This is an optimization exercise on Yosys and OpenROAD, whose aim is small area, not a production implementation. The RTL was checked by simulation tests, not by an equivalence proof against the original design. Power is estimated from default activity; no workload was simulated.

<file path="flow/config.mk">
export PLATFORM = sky130hd
export DESIGN_NAME = anna_cpu
export DESIGN_NICKNAME = anna_cpu
export VERILOG_FILES = /design/flow/design.v
export SDC_FILE = /design/flow/constraint.sdc
export NUM_CORES = 4
export LEC_CHECK = 0
export CAP_MARGIN = 20
export CORE_MARGIN = 2
export CORE_UTILIZATION = 40
export SLEW_MARGIN = 20
</file>
<file path="flow/constraint.sdc">
create_clock -name core_clock -period 10.0 [get_ports {clk}]
set_input_delay 2.0000 -clock core_clock [delete_from_list [all_inputs] [get_ports {clk}]]
set_output_delay 2.0000 -clock core_clock [all_outputs]
set_load 0.01 [all_outputs]
</file>
<file path="flow/design.v">
module anna_cpu (
    input  wire        clk,
    input  wire        rst,           
    input  wire        run_start,
    input  wire [15:0] run_budget,
    output reg         done,
    output reg  [1:0]  stop_reason,   
    output reg  [1:0]  fault_code,    
    output reg  [1:0]  status,        
    output reg  [15:0] pc,
    output reg  [31:0] cycles,
    output reg         mem_req,
    output reg         mem_we,
    output reg  [15:0] mem_addr,
    output reg  [15:0] mem_wdata,
    input  wire        mem_gnt,
    input  wire [15:0] mem_rdata,
    input  wire        in_valid,
    input  wire [15:0] in_data,
    output reg         in_pop,
    output reg         out_valid,
    output reg  [1:0]  out_kind,      
    output reg  [15:0] out_data
);
    localparam [1:0] ST_HALTED = 2'd0, ST_RUNNING = 2'd1, ST_PAUSED = 2'd2;
    localparam [1:0] SR_HALTED = 2'd0, SR_CYCLES = 2'd1, SR_FAULT = 2'd2;
    localparam [1:0] F_INPUT = 2'd1, F_OPCODE = 2'd2, F_DIVZERO = 2'd3;
    localparam [3:0] S_IDLE    = 4'd0,
                     S_FETCH   = 4'd1,
                     S_LATCH   = 4'd2,
                     S_EXEC    = 4'd3,
                     S_LOAD    = 4'd4,
                     S_LOADW   = 4'd5,
                     S_STORE   = 4'd6,
                     S_STR     = 4'd7,
                     S_STRW    = 4'd8,
                     S_DIV     = 4'd9,
                     S_DIVEND  = 4'd10;
    localparam [3:0] OP_MATH = 4'd0,  OP_JALR = 4'd1,  OP_IN  = 4'd2,  OP_ADDI = 4'd3,
                     OP_SHF  = 4'd4,  OP_LW   = 4'd5,  OP_SW  = 4'd6,  OP_LLI  = 4'd7,
                     OP_LUI  = 4'd8,  OP_BEQ  = 4'd9,  OP_BNE = 4'd10, OP_BGT  = 4'd11,
                     OP_BGE  = 4'd12, OP_BLT  = 4'd13, OP_BLE = 4'd14, OP_OUT  = 4'd15;
    reg [3:0]  state;
    reg [15:0] ir;
    reg [15:0] budget;
    reg [15:0] regs [1:7];
    reg [4:0]  div_cnt;
    reg [15:0] div_q;        
    reg [15:0] div_r;        
    reg [15:0] div_d;        
    reg        div_qneg;
    reg        div_rneg;
    reg [15:0] str_ptr;
    wire [3:0] opcode  = ir[15:12];
    wire [2:0] rd      = ir[11:9];
    wire [2:0] rs1     = ir[8:6];
    wire [2:0] rs2     = ir[5:3];
    wire [2:0] subfunc = ir[2:0];
    wire [15:0] imm6   = {{10{ir[5]}}, ir[5:0]};
    wire [15:0] imm8   = {{8{ir[7]}}, ir[7:0]};
    wire [15:0] xrd  = (rd  == 3'd0) ? 16'd0 : regs[rd];
    wire [15:0] xrs1 = (rs1 == 3'd0) ? 16'd0 : regs[rs1];
    wire [15:0] xrs2 = (rs2 == 3'd0) ? 16'd0 : regs[rs2];
    wire [15:0] pc_next = pc + 16'd1;
    wire [15:0] eff_addr = xrs1 + imm6;
    wire is_sentinel = (ir == 16'hF000);
    wire is_invalid  = (opcode == OP_OUT) && (subfunc > 3'd2);
    wire is_divmod   = (opcode == OP_MATH) && (subfunc == 3'd6 || subfunc == 3'd7);
    wire signed [5:0] shamt = ir[5:0];
    wire [5:0] shamt_neg = 6'd0 - ir[5:0];
    reg  [15:0] shf_result;
    always @(*) begin
        if (shamt > 0)
            shf_result = (shamt >= 16) ? 16'd0 : (xrs1 << shamt[3:0]);
        else
            shf_result = (shamt_neg >= 16) ? 16'd0 : (xrs1 >> shamt_neg[3:0]);
    end
    wire [15:0] mul_result = xrs1 * xrs2;
    reg br_taken;
    always @(*) begin
        case (opcode)
            OP_BEQ:  br_taken = (xrd == 16'd0);
            OP_BNE:  br_taken = (xrd != 16'd0);
            OP_BGT:  br_taken = !xrd[15] && (xrd != 16'd0);
            OP_BGE:  br_taken = !xrd[15];
            OP_BLT:  br_taken = xrd[15];
            OP_BLE:  br_taken = xrd[15] || (xrd == 16'd0);
            default: br_taken = 1'b0;
        endcase
    end
    reg        wr_en;
    reg [2:0]  wr_idx;
    reg [15:0] wr_val;
    reg [15:0] next_pc;
    always @(*) begin
        wr_en   = 1'b0;
        wr_idx  = rd;
        wr_val  = 16'd0;
        next_pc = pc_next;
        case (opcode)
            OP_MATH: begin
                wr_en = 1'b1;
                case (subfunc)
                    3'd0: wr_val = xrs1 + xrs2;
                    3'd1: wr_val = xrs1 - xrs2;
                    3'd2: wr_val = xrs1 & xrs2;
                    3'd3: wr_val = xrs1 | xrs2;
                    3'd4: wr_val = ~xrs1;
                    3'd5: wr_val = mul_result;
                    default: wr_en = 1'b0;    
                endcase
            end
            OP_JALR: begin
                wr_en   = 1'b1;
                wr_idx  = rs1;
                wr_val  = pc_next;
                next_pc = xrd;
            end
            OP_IN: begin
                wr_en  = 1'b1;
                wr_val = in_data;
            end
            OP_ADDI: begin
                wr_en  = 1'b1;
                wr_val = xrs1 + imm6;
            end
            OP_SHF: begin
                wr_en  = 1'b1;
                wr_val = shf_result;
            end
            OP_LLI: begin
                wr_en  = 1'b1;
                wr_val = imm8;
            end
            OP_LUI: begin
                wr_en  = 1'b1;
                wr_val = {ir[7:0], xrd[7:0]};
            end
            OP_BEQ, OP_BNE, OP_BGT, OP_BGE, OP_BLT, OP_BLE: begin
                if (br_taken)
                    next_pc = pc_next + imm8;
            end
            OP_OUT: begin
                if (rd == 3'd0)
                    next_pc = pc;
            end
            default: ;
        endcase
    end
    task commit(input [15:0] npc, input halt);
        begin
            pc     <= npc;
            cycles <= cycles + 32'd1;
            budget <= budget - 16'd1;
            if (halt) begin
                finish(SR_HALTED, ST_HALTED, 2'd0);
            end else if (budget == 16'd1) begin
                finish(SR_CYCLES, ST_PAUSED, 2'd0);
            end else begin
                mem_req  <= 1'b1;
                mem_we   <= 1'b0;
                mem_addr <= npc;
                state    <= S_FETCH;
            end
        end
    endtask
    task finish(input [1:0] reason, input [1:0] new_status, input [1:0] code);
        begin
            done        <= 1'b1;
            stop_reason <= reason;
            status      <= new_status;
            fault_code  <= code;
            state       <= S_IDLE;
        end
    endtask
    task reg_write(input [2:0] idx, input [15:0] val);
        begin
            if (idx != 3'd0)
                regs[idx] <= val;
        end
    endtask
    integer i;
    always @(posedge clk) begin
        if (rst) begin
            state       <= S_IDLE;
            pc          <= 16'd0;
            cycles      <= 32'd0;
            status      <= ST_HALTED;
            done        <= 1'b0;
            stop_reason <= SR_HALTED;
            fault_code  <= 2'd0;
            budget      <= 16'd0;
            ir          <= 16'd0;
            mem_req     <= 1'b0;
            mem_we      <= 1'b0;
            mem_addr    <= 16'd0;
            mem_wdata   <= 16'd0;
            in_pop      <= 1'b0;
            out_valid   <= 1'b0;
            out_kind    <= 2'd0;
            out_data    <= 16'd0;
            str_ptr     <= 16'd0;
            div_cnt     <= 5'd0;
            div_q       <= 16'd0;
            div_r       <= 16'd0;
            div_d       <= 16'd0;
            div_qneg    <= 1'b0;
            div_rneg    <= 1'b0;
            for (i = 1; i < 8; i = i + 1)
                regs[i] <= 16'd0;
        end else begin
            done      <= 1'b0;
            in_pop    <= 1'b0;
            out_valid <= 1'b0;
            case (state)
                S_IDLE: begin
                    if (run_start) begin
                        budget <= run_budget;
                        if (run_budget == 16'd0) begin
                            finish(SR_CYCLES, ST_PAUSED, 2'd0);
                        end else begin
                            mem_req  <= 1'b1;
                            mem_we   <= 1'b0;
                            mem_addr <= pc;
                            state    <= S_FETCH;
                        end
                    end
                end
                S_FETCH: begin
                    if (mem_gnt) begin
                        mem_req <= 1'b0;
                        state   <= S_LATCH;
                    end
                end
                S_LATCH: begin
                    ir     <= mem_rdata;
                    status <= ST_RUNNING;
                    state  <= S_EXEC;
                end
                S_EXEC: begin
                    if (is_invalid) begin
                        finish(SR_FAULT, ST_RUNNING, F_OPCODE);
                    end else if (is_sentinel) begin
                        finish(SR_HALTED, ST_HALTED, 2'd0);
                    end else begin
                        case (opcode)
                            OP_MATH: begin
                                if (is_divmod) begin
                                    if (xrs2 == 16'd0) begin
                                        finish(SR_FAULT, ST_RUNNING, F_DIVZERO);
                                    end else begin
                                        div_cnt  <= 5'd16;
                                        div_q    <= xrs1[15] ? (16'd0 - xrs1) : xrs1;
                                        div_d    <= xrs2[15] ? (16'd0 - xrs2) : xrs2;
                                        div_r    <= 16'd0;
                                        div_qneg <= xrs1[15] ^ xrs2[15];
                                        div_rneg <= xrs1[15];
                                        state    <= S_DIV;
                                    end
                                end else begin
                                    reg_write(wr_idx, wr_val);
                                    commit(next_pc, 1'b0);
                                end
                            end
                            OP_IN: begin
                                if (!in_valid) begin
                                    finish(SR_FAULT, ST_RUNNING, F_INPUT);
                                end else begin
                                    in_pop <= 1'b1;
                                    reg_write(wr_idx, wr_val);
                                    commit(next_pc, 1'b0);
                                end
                            end
                            OP_LW: begin
                                mem_req  <= 1'b1;
                                mem_we   <= 1'b0;
                                mem_addr <= eff_addr;
                                state    <= S_LOAD;
                            end
                            OP_SW: begin
                                mem_req   <= 1'b1;
                                mem_we    <= 1'b1;
                                mem_addr  <= eff_addr;
                                mem_wdata <= xrd;
                                state     <= S_STORE;
                            end
                            OP_OUT: begin
                                if (rd == 3'd0) begin
                                    status <= ST_HALTED;
                                    commit(next_pc, 1'b1);
                                end else if (subfunc == 3'd1) begin
                                    str_ptr  <= xrd;
                                    mem_req  <= 1'b1;
                                    mem_we   <= 1'b0;
                                    mem_addr <= xrd;
                                    state    <= S_STR;
                                end else begin
                                    out_valid <= 1'b1;
                                    out_kind  <= (subfunc == 3'd2) ? 2'd1 : 2'd0;
                                    out_data  <= xrd;
                                    commit(next_pc, 1'b0);
                                end
                            end
                            default: begin
                                if (wr_en)
                                    reg_write(wr_idx, wr_val);
                                commit(next_pc, 1'b0);
                            end
                        endcase
                    end
                end
                S_LOAD: begin
                    if (mem_gnt) begin
                        mem_req <= 1'b0;
                        state   <= S_LOADW;
                    end
                end
                S_LOADW: begin
                    reg_write(rd, mem_rdata);
                    commit(pc_next, 1'b0);
                end
                S_STORE: begin
                    if (mem_gnt) begin
                        mem_req <= 1'b0;
                        mem_we  <= 1'b0;
                        commit(pc_next, 1'b0);
                    end
                end
                S_STR: begin
                    if (mem_gnt) begin
                        mem_req <= 1'b0;
                        state   <= S_STRW;
                    end
                end
                S_STRW: begin
                    out_valid <= 1'b1;
                    if (mem_rdata == 16'd0) begin
                        out_kind <= 2'd3;
                        out_data <= 16'd0;
                        commit(pc_next, 1'b0);
                    end else begin
                        out_kind <= 2'd2;
                        out_data <= mem_rdata;
                        str_ptr  <= str_ptr + 16'd1;
                        mem_req  <= 1'b1;
                        mem_addr <= str_ptr + 16'd1;
                        state    <= S_STR;
                    end
                end
                S_DIV: begin
                    if (div_cnt == 5'd0) begin
                        state <= S_DIVEND;
                    end else begin
                        if ({div_r[14:0], div_q[15]} >= div_d) begin
                            div_r <= {div_r[14:0], div_q[15]} - div_d;
                            div_q <= {div_q[14:0], 1'b1};
                        end else begin
                            div_r <= {div_r[14:0], div_q[15]};
                            div_q <= {div_q[14:0], 1'b0};
                        end
                        div_cnt <= div_cnt - 5'd1;
                    end
                end
                S_DIVEND: begin
                    if (subfunc == 3'd6)
                        reg_write(rd, div_qneg ? (16'd0 - div_q) : div_q);
                    else
                        reg_write(rd, div_rneg ? (16'd0 - div_r) : div_r);
                    commit(pc_next, 1'b0);
                end
                default: state <= S_IDLE;
            endcase
        end
    end
endmodule
</file>
<file path="flow/run.sh">
#!/bin/bash
# synth_recipe.tcl (not shown) runs the flow's synth.tcl, then flattens the netlist and writes it again
# the make line also repeats each setting of config.mk as NAME=value (left out here)
make -C /OpenROAD-flow-scripts/flow DESIGN_CONFIG=/design/flow/config.mk WORK_HOME=/design/flow/orfs CLKGATE_MAP_FILE= SYNTH_SCRIPT=/design/flow/synth_recipe.tcl finish
</file>
==> tab_implementation.tex <==
\begin{tabular}{lr}
\hline
Metric & Value \\
\hline
\multicolumn{2}{l}{\textbf{Outcome}} \\
\quad Run status & finished clean \\
\multicolumn{2}{l}{\textbf{Layout}} \\
\quad Final standard cell count with taps included and fillers excluded & 4891 \\
\quad Share of layout cells above drive strength 1 & 9.530\% \\
\quad Number of diodes added for antenna fixing & 0 \\
\quad Final net count & 4091 \\
\quad Multi-input gate area & 21140 um2 \\
\quad Footprint of the flip-flops and latches & 8353 um2 \\
\quad Final Core Density & 45.60\% \\
\quad Synthesis-to-layout area growth & 12.63\% \\
\quad Final-layout fill cell count & 7742 \\
\multicolumn{2}{l}{\textbf{CTS}} \\
\quad Maximum level of the CTS H-tree & 2 \\
\quad Post-CTS setup-driven buffer insertion count & 0 \\
\quad CTS max path bufs & 3 \\
\quad TritonCTS Buffers & between 40 and 50 \\
\quad Clk sink count & approximately 350 \\
\quad TritonCTS clock tree & yes \\
\quad Clock-pin slew reported for the worst setup and hold paths after clock tree synthesis & 0.06 ns \\
\quad Post-CTS Hold Fix Bufs & 0 \\
\quad Number of gates resized after CTS & 0 \\
\quad Latest clock arrival within the worst-skew pair & between 0.5 and 0.6 ns \\
\quad CTS Root Buffer Type & sky130\_fd\_sc\_hd\_\_clkbuf\_16 \\
\multicolumn{2}{l}{\textbf{Yosys}} \\
\quad Commonest cells in the synthesized netlist & 550 x sky130\_fd\_sc\_hd\_\_nor2\_1, 389 x sky130\_fd\_sc\_hd\_\_nand2\_1, 227 x sky130\_fd\_sc\_hd\_\_a21oi\_1 \\
\quad Post-synth EDFFs & 128 \\
\quad Most frequent cell after synthesis & sky130\_fd\_sc\_hd\_\_nor2\_1 \\
\quad Predominant post-synthesis flop cell & sky130\_fd\_sc\_hd\_\_dfxtp\_1 \\
\quad Synth Instances & 3757 \\
\quad Post-synth top area share & 14.34\% \\
\quad Average cell area after synthesis & 8.362 um2 \\
\quad Part of the Yosys area used for sequential elements & 26.57\% \\
\quad Summed instance area of the synthesized netlist & 31420 um2 \\
\quad Total of warnings raised by yosys & 1 \\
\quad Seq cells post-synth & 353 \\
\quad Synth async-reset ratio & 0\% \\
\quad Library cells used by synthesis & $\sim$110 \\
\quad Cell accounting for the most synthesized area & sky130\_fd\_sc\_hd\_\_dfxtp\_1 \\
\quad Leading cell types by total area after synthesis & sky130\_fd\_sc\_hd\_\_dfxtp\_1 14\%, sky130\_fd\_sc\_hd\_\_edfxtp\_1 12\%, sky130\_fd\_sc\_hd\_\_mux4\_2 8.2\% \\
\multicolumn{2}{l}{\textbf{Min path}} \\
\quad Worst min-delay path class & reg2reg \\
\multicolumn{2}{l}{\textbf{Drt}} \\
\quad Via count & 30750 \\
\quad Violation count after the first detailed-routing iteration & 4578 \\
\quad Via-per-instance ratio & 6.287 \\
\quad Detailed-routing iteration count for the pre-antenna-repair pass & 9 \\
\quad Wire length after detailed routing & 126700 um \\
\quad Wire per inst & 25.90 um \\
\quad DRC violations left & 0 \\
\quad Routed Antenna Nets & 0 \\
\multicolumn{2}{l}{\textbf{Critical path}} \\
\quad Kind of launch point of the worst setup path & register \\
\quad Class of the most critical setup path & reg2reg \\
\quad Type of destination of the critical path & register \\
\quad Endpoint required time on the critical path & a little over 10 ns \\
\quad Arrival time of data at the critical path endpoint & 8.82 ns \\
\quad Setup slack, reg-to-reg & 1.49 ns \\
\quad Largest fanout on the critical path & 20 \\
\multicolumn{2}{l}{\textbf{Timing}} \\
\quad Final hold violations & 0 \\
\quad Post-layout minimum cycle time & 8.511 ns \\
\quad Maximum clock skew at final layout & 0.02388 ns \\
\quad Tightest Pin Transition & 1.291 ns \\
\quad Finish-stage setup viols & 0 \\
\quad Fin Setup TNS & 0 ns \\
\quad Minimum setup slack in the final design & 1.489 ns \\
\quad RSZ-0062 raised after global routing & no \\
\quad Ratio of final minimum period to clock period & between 80\% and 90\% \\
\quad Highest achievable clock rate & 117.5 MHz \\
\quad Final Slew Violations & 0 \\
\quad Relative slew slack & 11.45\% \\
\multicolumn{2}{l}{\textbf{Placement}} \\
\quad Pre-CTS setup slack & 1.658 ns \\
\quad Placer Congestion & 1.016 \\
\quad Placed wire-length estimate & 93980 um \\
\quad Number of cells after detailed placement & 4816 \\
\quad Port Buffers & 161 \\
\multicolumn{2}{l}{\textbf{Die}} \\
\quad Standard-cell rows & 102 \\
\quad Area inside the core boundary & 77590 um2 \\
\quad Height of the die & 284.2 um \\
\quad I/O pin total & 162 \\
\quad Die span in x & 284.2 um \\
\quad Initial cell density of the core & 40.49\% \\
\quad Die Footprint & 80800 um2 \\
\multicolumn{2}{l}{\textbf{Power and ir drop}} \\
\quad Worst IR drop on VDD & about 0.27 mV \\
\quad Power per unit of standard cell area & 259.3 nW/um2 \\
\quad Leak & between 10 and 15 nW \\
\quad Total power draw & 9.175 mW \\
\multicolumn{2}{l}{\textbf{GRT}} \\
\quad Maximum number of pins on one net before global-route repair & 68 \\
\quad Number of antenna violations at the first check in global routing & 1 \\
\quad Global-route wire length before repair & 188000 um \\
\quad Global route overflow & 0 \\
\quad All-layer global routing usage & between 30\% and 40\% \\
\quad Number of global-route vias before repair & roughly 29000 \\
\multicolumn{2}{l}{\textbf{Job}} \\
\quad Number of violations of the max-capacitance limit & 0 \\
\hline
\end{tabular}
==> final timing paths <==
kind                                 from          end  cells after the start
worst max-delay path             register  regs[5][10]                     24
worst min-delay path            div_d[15]    div_d[15]                      2
worst max register to register   register  regs[5][10]                     24
worst min register to register  div_d[15]    div_d[15]                      2
==> area by class of cell <==
class                           instances  share of cell area, %
Clock buffer                           56                  3.320
Clock inverter                         17                 0.5693
Timing Repair Buffer                  265                  6.786
Tap cell                             1040                  3.678
Inverter                              217                  2.302
Sequential cell                       353                  23.61
Multi-Input combinational cell       2943                  59.74
==> state kept, by name, indices dropped and copies added (netlist names), 4 cells and up, named ones only <==
signal,count
mem_wdata,16
div_r,16
regs,128
budget,16
ir,16
out_data,16
div_cnt,5
div_d,16
str_ptr,16
cycles,32
div_q,16
mem_addr,16
pc,16
state,4
==> logic make-up (layout without fill, tap and decap cells) <==
family,count (synthesis),after routing,share of synthesized area [%]
AND/OR/NAND/NOR,1374,1374,19.50
buffers and inverters,476,555,6.532
adder cells (fa/ha/maj),217,217,10.65
multiplexers,207,207,11.27
flip-flops,353,353,26.57
AO/OA/AOI/OAI,922,922,19.52
XOR/XNOR,207,207,5.946
other,1,16,0.01194
==> routing by layer <==
| metal | vias to the layer above | GRT usage (%) | part of all wire [%] |
|---|---|---|---|
| met4 | 4 | 11.93 | 4.5 |
| met1 | 14850 | 43.16 | 42 |
| met5 | - | 0 | 0.062 |
| met2 | 1900 | 43.99 | 42 |
| met3 | 348 | 8.178 | 12 |
| li1 | 13650 | - | - |
==> critical path, cell delays in order (launching register included) <==
cell and delay [ns]:
sky130_fd_sc_hd__dfxtp_2 0.75, sky130_fd_sc_hd__mux4_2 0.58, sky130_fd_sc_hd__mux2i_1 0.27, sky130_fd_sc_hd__or2_2 0.53
sky130_fd_sc_hd__clkinv_1 0.53, sky130_fd_sc_hd__nand2_1 0.23, sky130_fd_sc_hd__fa_1 0.46, sky130_fd_sc_hd__fa_1 0.56
sky130_fd_sc_hd__inv_1 0.05, sky130_fd_sc_hd__ha_1 0.20, sky130_fd_sc_hd__fa_1 0.48, sky130_fd_sc_hd__ha_1 0.29
sky130_fd_sc_hd__inv_1 0.05, sky130_fd_sc_hd__fa_1 0.53, sky130_fd_sc_hd__inv_1 0.04, sky130_fd_sc_hd__ha_1 0.26
sky130_fd_sc_hd__inv_1 0.06, sky130_fd_sc_hd__o21ai_0 0.26, sky130_fd_sc_hd__nand2_1 0.12, sky130_fd_sc_hd__xnor2_1 0.15
sky130_fd_sc_hd__a221oi_1 0.27, sky130_fd_sc_hd__o21ai_0 0.36, sky130_fd_sc_hd__a22o_1 0.37, sky130_fd_sc_hd__o32ai_2 0.69
sky130_fd_sc_hd__nor2_1 0.12
==> power by group <==
part | internal (mW) | switching (mW)
clock network | 0.909 | 0.666
logic | 1.80 | 3.94
registers | 1.68 | 0.176
==> per-stage QoR <==
stage	cell area [um2]	hold slack, ns
2_1_floorplan	31470	0.4363
3_3_place_gp	33970	0.4495
3_5_place_dp	33980	0.4517
4_1_cts	35350	0.4595
5_1_grt	35380	0.4773
6_report	35380	0.4561
==> cell usage in the layout (no fill, tap or decap), types with 26 or more instances in the layout <==
cell type	Yosys	layout
sky130_fd_sc_hd__fa_1	84	84
sky130_fd_sc_hd__nand3_1	69	69
sky130_fd_sc_hd__mux4_2	114	114
sky130_fd_sc_hd__a221oi_1	36	36
sky130_fd_sc_hd__ha_1	133	133
sky130_fd_sc_hd__nor2_1	550	544
sky130_fd_sc_hd__o22ai_1	34	34
sky130_fd_sc_hd__clkbuf_16	0	42
sky130_fd_sc_hd__nand2b_1	40	40
sky130_fd_sc_hd__nor4_1	36	35
sky130_fd_sc_hd__mux2i_1	81	81
sky130_fd_sc_hd__clkdlybuf4s50_1	0	160
sky130_fd_sc_hd__a22oi_1	49	49
sky130_fd_sc_hd__a211oi_1	60	60
sky130_fd_sc_hd__o211ai_1	32	32
sky130_fd_sc_hd__xnor2_1	122	122
sky130_fd_sc_hd__a21o_1	27	27
sky130_fd_sc_hd__xor2_1	81	81
sky130_fd_sc_hd__and3_1	27	27
sky130_fd_sc_hd__o21ai_0	205	205
sky130_fd_sc_hd__dfxtp_1	225	221
sky130_fd_sc_hd__buf_4	15	103
sky130_fd_sc_hd__a21oi_1	227	226
sky130_fd_sc_hd__edfxtp_1	128	128
sky130_fd_sc_hd__nor3_1	98	92
sky130_fd_sc_hd__or3_1	29	29
sky130_fd_sc_hd__nand2_1	389	389
sky130_fd_sc_hd__nand4_1	26	26
sky130_fd_sc_hd__inv_1	210	210

-- port drivers added, routing unchanged --
The flow's constraints put no driver on any port. The routed layout listed below was extracted and timed again, unchanged, in two steps.
Step 1 (the two cells are an assumption about what drives the block):
set clk [get_ports {clk}]
set_driving_cell -lib_cell sky130_fd_sc_hd__clkbuf_16 $clk
set_driving_cell -lib_cell sky130_fd_sc_hd__buf_2 [delete_from_list [all_inputs] $clk]
Step 2 adds t to the input delays and takes it off the output delays; t is the mean of the earliest and latest rising clock arrival at the registers after step 1. Input paths then give back, and output paths get back, about the clock's delay inside the block.
Slacks: no drivers / after step 1 / after step 2; pairs: no drivers / after step 1.
t (ns): 0.651
setup slack, ns: 1.489 / 1.489 / 1.489
worst setup path after step 2: register to register
cell pins on the clock port's net: 1
After both steps setup and hold are still met in this run. For this run, drivers alone change the setup slack by 0.000 ns; drivers and shift together by 0.000 ns.
